This is an optimization exercise on Yosys and OpenROAD, whose aim is small area, not a production implementation.
Function was checked by simulation only, so behaviour that the tests miss may differ from the original.
No activity file was given, so power comes from the tool's default toggle rates.

## exp/xenon
## ct_meas
module ct_meas (
    input  wire        clk,
    input  wire        rst,         
    input  wire        start,
    input  wire        mode,        
    input  wire [1:0]  chan,
    input  wire [15:0] raw,
    output wire        ready,
    output wire        done,
    output wire        accept,
    output wire [1:0]  chan_next,
    output wire [34:0] ohms,
    output wire [15:0] vmv,
    output wire [27:0] digits,
    output wire        alert
);
    localparam [1:0] ST_IDLE = 2'd0, ST_H = 2'd1, ST_D = 2'd2, ST_B = 2'd3;
    localparam [2:0] P0 = 3'd0, P1 = 3'd1, P2 = 3'd3, P3 = 3'd6,
                     P4 = 3'd5, P5 = 3'd2, P6 = 3'd4;
    localparam [5:0] R0 = 6'd0, R1 = 6'd1, R5 = 6'd31, R6 = 6'd62, R7 = 6'd61,
                     R8 = 6'd59, R9 = 6'd55, R11 = 6'd30, R16 = 6'd14,
                     R35 = 6'd6, R36 = 6'd13;
    reg  [2:0]  ph;
    reg  [1:0]  st;
    reg  [5:0]  rc;
    reg         done_r;
    reg         mode_r, neg_r, acc_r;
    reg  [1:0]  chan_r;
    reg  [34:0] O;
    reg  [20:0] R;
    reg  [20:0] S;
    reg         osv;              
    reg         sv2;              
    reg         oc;               
    reg         c2;               
    reg         mq;               
    wire ph0 = (ph == P0);
    wire ph6 = (ph == P6);
    wire sH  = (st == ST_H);
    wire sD  = (st == ST_D);
    wire sB  = (st == ST_B);
    wire rc0 = (rc == R0);
    assign ready = (st == ST_IDLE) && ph6;
    wire   cap   = start && ready;
    assign done  = done_r;
    function automatic le_const(input [14:0] u, input [14:0] c);
        integer i;
        reg r;
        begin
            r = 1'b1;
            for (i = 0; i < 15; i = i + 1)
                r = c[i] ? (!u[i] || r) : (!u[i] && r);
            le_const = r;
        end
    endfunction
    function automatic ge_const(input [14:0] u, input [14:0] c);
        integer i;
        reg r;
        begin
            r = 1'b1;
  ...
Size in the first run: about 480 cells after synthesis, roughly 110 I/O pins.
Settings: LEC_CHECK=0, ABC_AREA=1, CAP_MARGIN=20, CORE_MARGIN=2, CORE_UTILIZATION=70, SLEW_MARGIN=20; clock period 10.0 ns.
standard.sh (not shown) runs the stock make flow with config.mk's settings and CLKGATE_MAP_FILE= SYNTH_SCRIPT=/design/flow/synth_recipe.tcl, a recipe that flattens the netlist after the stock synthesis.
==> flow/flow/run.sh <==
#!/bin/bash
set -e
export BUFFER_PORTS_ARGS="-buffer_cell sky130_fd_sc_hd__buf_1"
bash standard.sh > standard.log 2>&1
No stage failed in exp/xenon, and the final checks on the layout all came back clean.
Changes in exp/sierra relative to exp/xenon:
# exp/xenon
export LEC_CHECK = 0
export ABC_AREA = 1
export CAP_MARGIN = 20
export CORE_MARGIN = 2
export CORE_UTILIZATION = 70
export SLEW_MARGIN = 20
create_clock -name core_clock -period 10.0 [get_ports {clk}]
# exp/sierra
export LEC_CHECK = 0
export CAP_MARGIN = 20
export CORE_MARGIN = 2
export CORE_UTILIZATION = 70
export SLEW_MARGIN = 20
create_clock -name core_clock -period 10.0 [get_ports {clk}]
--- a/flow/flow/run.sh
+++ b/flow/flow/run.sh
@@ -3,0 +4 @@
+export CTS_ARGS="-sink_clustering_enable -repair_clock_nets -dont_use_dummy_load -sink_clustering_size 25 -sink_clustering_max_diameter 200"
Notes after the runs:
- Having completed the whole flow, exp/sierra delivered a layout that passed the timing, design-rule and antenna checks.
- Between exp/xenon and exp/sierra, switching power decreased.
- Slowest stage cell on the critical path: sky130_fd_sc_hd__nor4_1 -> exp/xenon, sky130_fd_sc_hd__a2111oi_0 -> exp/sierra
- exp/sierra ended up with reg -> reg as its type of the worst setup path; exp/xenon ended up with reg -> out.
- When the final numbers for exp/sierra and exp/xenon were put side by side, the detailed-routing wirelength on met1 turned out to be greater in exp/xenon.
- Synthesized netlist cell count went down by a little under 10% going from exp/xenon to exp/sierra.
- exp/sierra improves on exp/xenon in static leakage.
Modified inputs, exp/tundra compared to exp/sierra
==> flow/flow/run.sh <==
#!/bin/bash
set -e
export BUFFER_PORTS_ARGS="-buffer_cell sky130_fd_sc_hd__buf_1"
export CTS_ARGS="-sink_clustering_enable -repair_clock_nets -dont_use_dummy_load"
bash standard.sh > standard.log 2>&1
Notes after the runs:
The worst voltage drop across the vdd grid of exp/tundra and that of exp/sierra are within noise of each other. Changes observed in exp/tundra relative to exp/sierra: detailed-route DRC error count comparable; sequential share of cell area comparable; final design area excluding fillers comparable.

ct_meas, a different RTL version from the one above (not shown whole).
Size: roughly 490 cells after synthesis, about 98 flip-flops, about 110 I/O pins, roughly 4400 sq um of cells after synthesis.
clock: 10.0 ns
lec_check: 0
cap_margin: 20
core_margin: 2
core_utilization: 70
slew_margin: 20
==> flow/flow/run.sh <==
#!/bin/bash
# Layout flow: the standard layout (standard.sh) with three changes.
#  1. Every port is buffered by sky130_fd_sc_hd__buf_1, the smallest buffer.
#  2. The clock tree is built without dummy loads.
#  3. After the standard synthesis, ABC re-maps the combinational logic for
#     area. Registers keep the instance names and cell types the standard
#     synthesis gave them (they are black boxes to ABC). The re-mapped
#     netlist replaces the standard one only if a SAT check proves that both
#     compute the same outputs and register inputs from the same inputs and
#     register outputs.
# Each tool writes its full output to its own log file in this folder.
set -e
export BUFFER_PORTS_ARGS="-buffer_cell sky130_fd_sc_hd__buf_1"
export CTS_ARGS="-sink_clustering_enable -repair_clock_nets -dont_use_dummy_load"

HERE=$(pwd)
FLOWDIR=$HERE/flow
RES=$HERE/orfs/results/$FLOW_PLATFORM/ct_meas/base
LIB=$FLOW_HOME/platforms/sky130hd/lib/sky130_fd_sc_hd__tt_025C_1v80.lib

bash standard.sh ADDER_MAP_FILE= synth > synth.log 2>&1

cp $RES/1_2_yosys.v $HERE/std_netlist.v
DU=""
for c in $(sed -n '/DONT_USE_CELLS/,/^$/p' $FLOW_HOME/platforms/sky130hd/config.mk | grep -o 'sky130_fd_sc_hd__[a-z0-9_]*'); do
  DU="$DU -dont_use $c"
done
FFS=$(grep -o 'sky130_fd_sc_hd__[a-z0-9_]*' $HERE/std_netlist.v | sort -u | grep -E '__(dfxtp|edfxtp|dfrtp|dfstp|dfxbp|dfbbp|sdf|edf|dlx|conb)' | tr '\n' ' ')
cat > $HERE/remap.abc <<'EOT'
strash
&get -n
&deepsyn -T 30
&nf -a -R 1000
&put
EOT
cat > $HERE/remap.ys <<EOT
read_liberty -ignore_miss_func $LIB
blackbox $FFS
read_verilog $HERE/std_netlist.v
hierarchy -top ct_meas
flatten
hierarchy -top ct_meas
opt_clean -purge
abc -liberty $LIB $DU -script $HERE/remap.abc
opt_clean -purge
hilomap -singleton -hicell sky130_fd_sc_hd__conb_1 HI -locell sky130_fd_sc_hd__conb_1 LO
insbuf -buf sky130_fd_sc_hd__buf_4 A X
splitnets
opt_clean -purge
rename -hide w:*.*
check -assert
stat -liberty $LIB
write_verilog -noattr -nohex -nodec $HERE/remap_netlist.v
EOT
remap_ok=0
if yosys -s $HERE/remap.ys > $HERE/remap.log 2>&1; then
  python3 $FLOWDIR/cutff.py $HERE/std_netlist.v $HERE/eq_gold.v
  python3 $FLOWDIR/cutff.py $HERE/remap_netlist.v $HERE/eq_gate.v
  cat > $HERE/equiv.ys <<EOT
read_liberty -ignore_miss_func $LIB
read_verilog $HERE/eq_gold.v
rename ct_meas gold
read_verilog $HERE/eq_gate.v
rename ct_meas gate
hierarchy -check
flatten gold gate
opt_clean
miter -equiv -flatten -make_outputs gold gate miter
hierarchy -top miter
sat -verify -prove trigger 0 miter
EOT
  if yosys -s $HERE/equiv.ys > $HERE/equiv.log 2>&1; then remap_ok=1; fi
fi
if [ $remap_ok = 1 ]; then
  echo "re-mapped netlist proved equivalent: using it" > $HERE/remap_status.txt
  cp $HERE/remap_netlist.v $RES/1_2_yosys.v
  rm -f $RES/1_synth.odb $RES/1_synth.sdc
else
  echo "re-mapping failed or not proved: keeping the standard netlist" > $HERE/remap_status.txt
fi

bash standard.sh ADDER_MAP_FILE= finish > standard.log 2>&1
Other scripts of this flow, unchanged in this note and not shown: flow/flow/cutff.py
Rerun with:
--- a/flow/flow/run.sh
+++ b/flow/flow/run.sh
@@ -25 +25 @@
-for c in $(sed -n '/DONT_USE_CELLS/,/^$/p' $FLOW_HOME/platforms/sky130hd/config.mk | grep -o 'sky130_fd_sc_hd__[a-z0-9_]*'); do
+for c in $(sed -n '/DONT_USE_CELLS/,/^$/p' $FLOW_HOME/platforms/sky130hd/config.mk | grep -o 'sky130_fd_sc_hd__[a-z0-9_]*' | grep -v fill); do
@@ -45,0 +46 @@
+read_liberty -lib -overwrite $LIB
Outcome: First-iteration DRC count goes up by about 20%. Wire length is lower by 19%. Sequential share of layout area rises by 6.4 points.
Rerun with:
--- a/flow/flow/run.sh
+++ b/flow/flow/run.sh
@@ -21 +21 @@
-bash standard.sh ADDER_MAP_FILE= synth > synth.log 2>&1
+bash standard.sh synth > synth.log 2>&1
@@ -83 +83 @@
-bash standard.sh ADDER_MAP_FILE= finish > standard.log 2>&1
+bash standard.sh finish > standard.log 2>&1
What happened: Total power is higher by 1.2%. Non-clock buffer count stays the same. Final cell count is lower by 4.5%. Register-to-register slack is worse by 0.21 ns. Fmax is higher by 4.7%. Via count is lower by 1.3%. First-iteration DRC count is lower by 37%. Setup slack is better by 0.19 ns. Clock power hardly moves. Synthesized cell count is lower by 5.8%.

the previous run:
ct_meas, a different RTL version from the one above (not shown whole).
For scale: roughly 390 cells after synthesis, ~110 I/O pins.
==> flow/config.mk <==
export PLATFORM = sky130hd
export DESIGN_NAME = ct_meas
export DESIGN_NICKNAME = ct_meas
export VERILOG_FILES = /design/flow/design.v
export SDC_FILE = /design/flow/constraint.sdc
export NUM_CORES = 4
export LEC_CHECK = 0
export CAP_MARGIN = 20
export CORE_MARGIN = 2
export CORE_UTILIZATION = 70
export SLEW_MARGIN = 20
==> flow/constraint.sdc <==
create_clock -name core_clock -period 10.0 [get_ports {clk}]
set_input_delay 2.0000 -clock core_clock [delete_from_list [all_inputs] [get_ports {clk}]]
set_output_delay 2.0000 -clock core_clock [all_outputs]
set_load 0.01 [all_outputs]
==> flow/flow/run.sh <==
#!/bin/bash
# Layout flow: the standard layout (standard.sh) with three changes.
#  1. Every port is buffered by sky130_fd_sc_hd__buf_1, the smallest buffer.
#  2. The clock tree is built without dummy loads.
#  3. After the standard synthesis (run unchanged), ABC re-maps the
#     combinational logic for area, three times with different seeds.
#     Registers keep the instance names and cell types the standard synthesis
#     gave them (they are black boxes to ABC). The smallest re-mapped netlist
#     that a SAT check proves equivalent to the standard one (same outputs and
#     register inputs from the same inputs and register outputs) replaces it;
#     if none is proved, the standard netlist is kept.
# Each tool writes its full output to its own log file in this folder.
set -e
export BUFFER_PORTS_ARGS="-buffer_cell sky130_fd_sc_hd__buf_1"
export CTS_ARGS="-sink_clustering_enable -repair_clock_nets -dont_use_dummy_load"

HERE=$(pwd)
FLOWDIR=$HERE/flow
RES=$HERE/orfs/results/$FLOW_PLATFORM/ct_meas/base
LIB=$FLOW_HOME/platforms/sky130hd/lib/sky130_fd_sc_hd__tt_025C_1v80.lib

bash standard.sh synth > synth.log 2>&1

cp $RES/1_2_yosys.v $HERE/std_netlist.v
DU=""
for c in $(sed -n '/DONT_USE_CELLS/,/^$/p' $FLOW_HOME/platforms/sky130hd/config.mk | grep -o 'sky130_fd_sc_hd__[a-z0-9_]*' | grep -v fill); do
  DU="$DU -dont_use $c"
done
FFS=$(grep -o 'sky130_fd_sc_hd__[a-z0-9_]*' $HERE/std_netlist.v | sort -u | grep -E '__(dfxtp|edfxtp|dfrtp|dfstp|dfxbp|dfbbp|sdf|edf|dlx|conb)' | tr '\n' ' ')

remap() {
  local seed=$1
  cat > $HERE/remap_$seed.abc <<EOT
strash
&get -n
&deepsyn -T 30 -S $seed
&nf -a -R 1000
&put
EOT
  cat > $HERE/remap_$seed.ys <<EOT
read_liberty -ignore_miss_func $LIB
blackbox $FFS
read_verilog $HERE/std_netlist.v
hierarchy -top ct_meas
flatten
hierarchy -top ct_meas
opt_clean -purge
abc -liberty $LIB $DU -script $HERE/remap_$seed.abc
opt_clean -purge
read_liberty -lib -overwrite $LIB
hilomap -singleton -hicell sky130_fd_sc_hd__conb_1 HI -locell sky130_fd_sc_hd__conb_1 LO
insbuf -buf sky130_fd_sc_hd__buf_4 A X
splitnets
opt_clean -purge
rename -hide w:*.*
check -assert
stat -liberty $LIB
write_verilog -noattr -nohex -nodec $HERE/remap_netlist_$seed.v
EOT
  yosys -s $HERE/remap_$seed.ys > $HERE/remap_$seed.log 2>&1 || rm -f $HERE/remap_netlist_$seed.v
}

equiv() {
  python3 $FLOWDIR/cutff.py $HERE/std_netlist.v $HERE/eq_gold.v
  python3 $FLOWDIR/cutff.py $1 $HERE/eq_gate.v
  cat > $HERE/equiv.ys <<EOT
read_liberty -ignore_miss_func $LIB
read_verilog $HERE/eq_gold.v
rename ct_meas gold
read_verilog $HERE/eq_gate.v
rename ct_meas gate
hierarchy -check
flatten gold gate
opt_clean
miter -equiv -flatten -make_outputs gold gate miter
hierarchy -top miter
sat -verify -prove trigger 0 miter
EOT
  yosys -s $HERE/equiv.ys > $HERE/equiv_$(basename $1 .v).log 2>&1
}

for seed in 1 2 3; do remap $seed & done
wait

chosen=""
for f in $(for seed in 1 2 3; do
             if [ -f $HERE/remap_netlist_$seed.v ]; then
               echo "$(grep 'Chip area' $HERE/remap_$seed.log | tail -1 | awk '{print $NF}') $HERE/remap_netlist_$seed.v"
             fi
           done | sort -n | awk '{print $2}'); do
  if equiv $f; then chosen=$f; break; fi
done
if [ -n "$chosen" ]; then
  echo "using re-mapped netlist $chosen (proved equivalent)" > $HERE/remap_status.txt
  cp $chosen $RES/1_2_yosys.v
  rm -f $RES/1_synth.odb $RES/1_synth.sdc
else
  echo "no re-mapped netlist proved equivalent: keeping the standard netlist" > $HERE/remap_status.txt
fi

bash standard.sh finish > standard.log 2>&1
Other scripts of this flow, unchanged in this note and not shown: flow/flow/cutff.py
Changes in the current run relative to the previous run:
--- a/flow/flow/run.sh
+++ b/flow/flow/run.sh
@@ -14,3 +14,3 @@
 export BUFFER_PORTS_ARGS="-buffer_cell sky130_fd_sc_hd__buf_1"
-export CTS_ARGS="-sink_clustering_enable -repair_clock_nets -dont_use_dummy_load"
+export CTS_ARGS="-sink_clustering_enable -repair_clock_nets -dont_use_dummy_load -sink_clustering_size 34 -sink_clustering_max_diameter 60 -sink_clustering_buffer sky130_fd_sc_hd__clkbuf_8"
 
Notes after the runs:
Summary of the current run over the previous run: clock network fraction of total power held steady; ratio of routed vias to standard cells did not really move; cell area comparable; clock-buffer cell count ~0 delta; share of layout cells above drive strength 1 ~0 delta. The previous run and the current run ended up with roughly the same wire length of the first global-routing pass. The previous run -> the current run: number of nets in the finished design delta 0, exact match.

[static timing again, ports no longer ideal]
The flow's constraints put no driver on any port. The routed layouts listed below were extracted and timed again, unchanged, in two steps. Step 1 assumes that a clkbuf_16 drives the clock port and a buf_2 every other input. Step 2 adds t to the input delays and takes it off the output delays; t is the mean of the earliest and latest rising clock arrival at the registers after step 1. Input paths then give back, and output paths get back, about the clock's delay inside the block. a / b / c = ideal / step 1 / step 2; a / b = the first two.
| run | t, ns | setup slack, ns | worst setup path after step 2 | worst data-port slew with drivers (ns) |
|---|---|---|---|---|
| exp/xenon | 0.393 | 6.286 / 6.256 / 6.352 | register to register | 0.03 |
| exp/sierra | 0.388 | 5.925 / 5.925 / 5.925 | register to register | 0.03 |
| exp/tundra | 0.388 | 5.925 / 5.925 / 5.925 | register to register | 0.03 |
| the first run of note 2 | 0.379 | 5.965 / 5.933 / 5.927 | input to register | 0.03 |
| the second run of note 2 | 0.381 | 5.862 / 5.832 / 5.982 | input to register | 0.03 |
| the third run of note 2 | 0.376 | 6.048 / 6.016 / 6.129 | input to register | 0.03 |
| the previous run | 0.374 | 6.196 / 6.188 / 6.196 | register to register | 0.04 |
| the current run | 0.374 | 6.196 / 6.188 / 6.196 | register to register | 0.04 |
After both steps setup and hold are still met in every run listed. For the first run of note 2, which loses most, drivers alone change the setup slack by -0.032 ns; drivers and shift together by -0.038 ns.
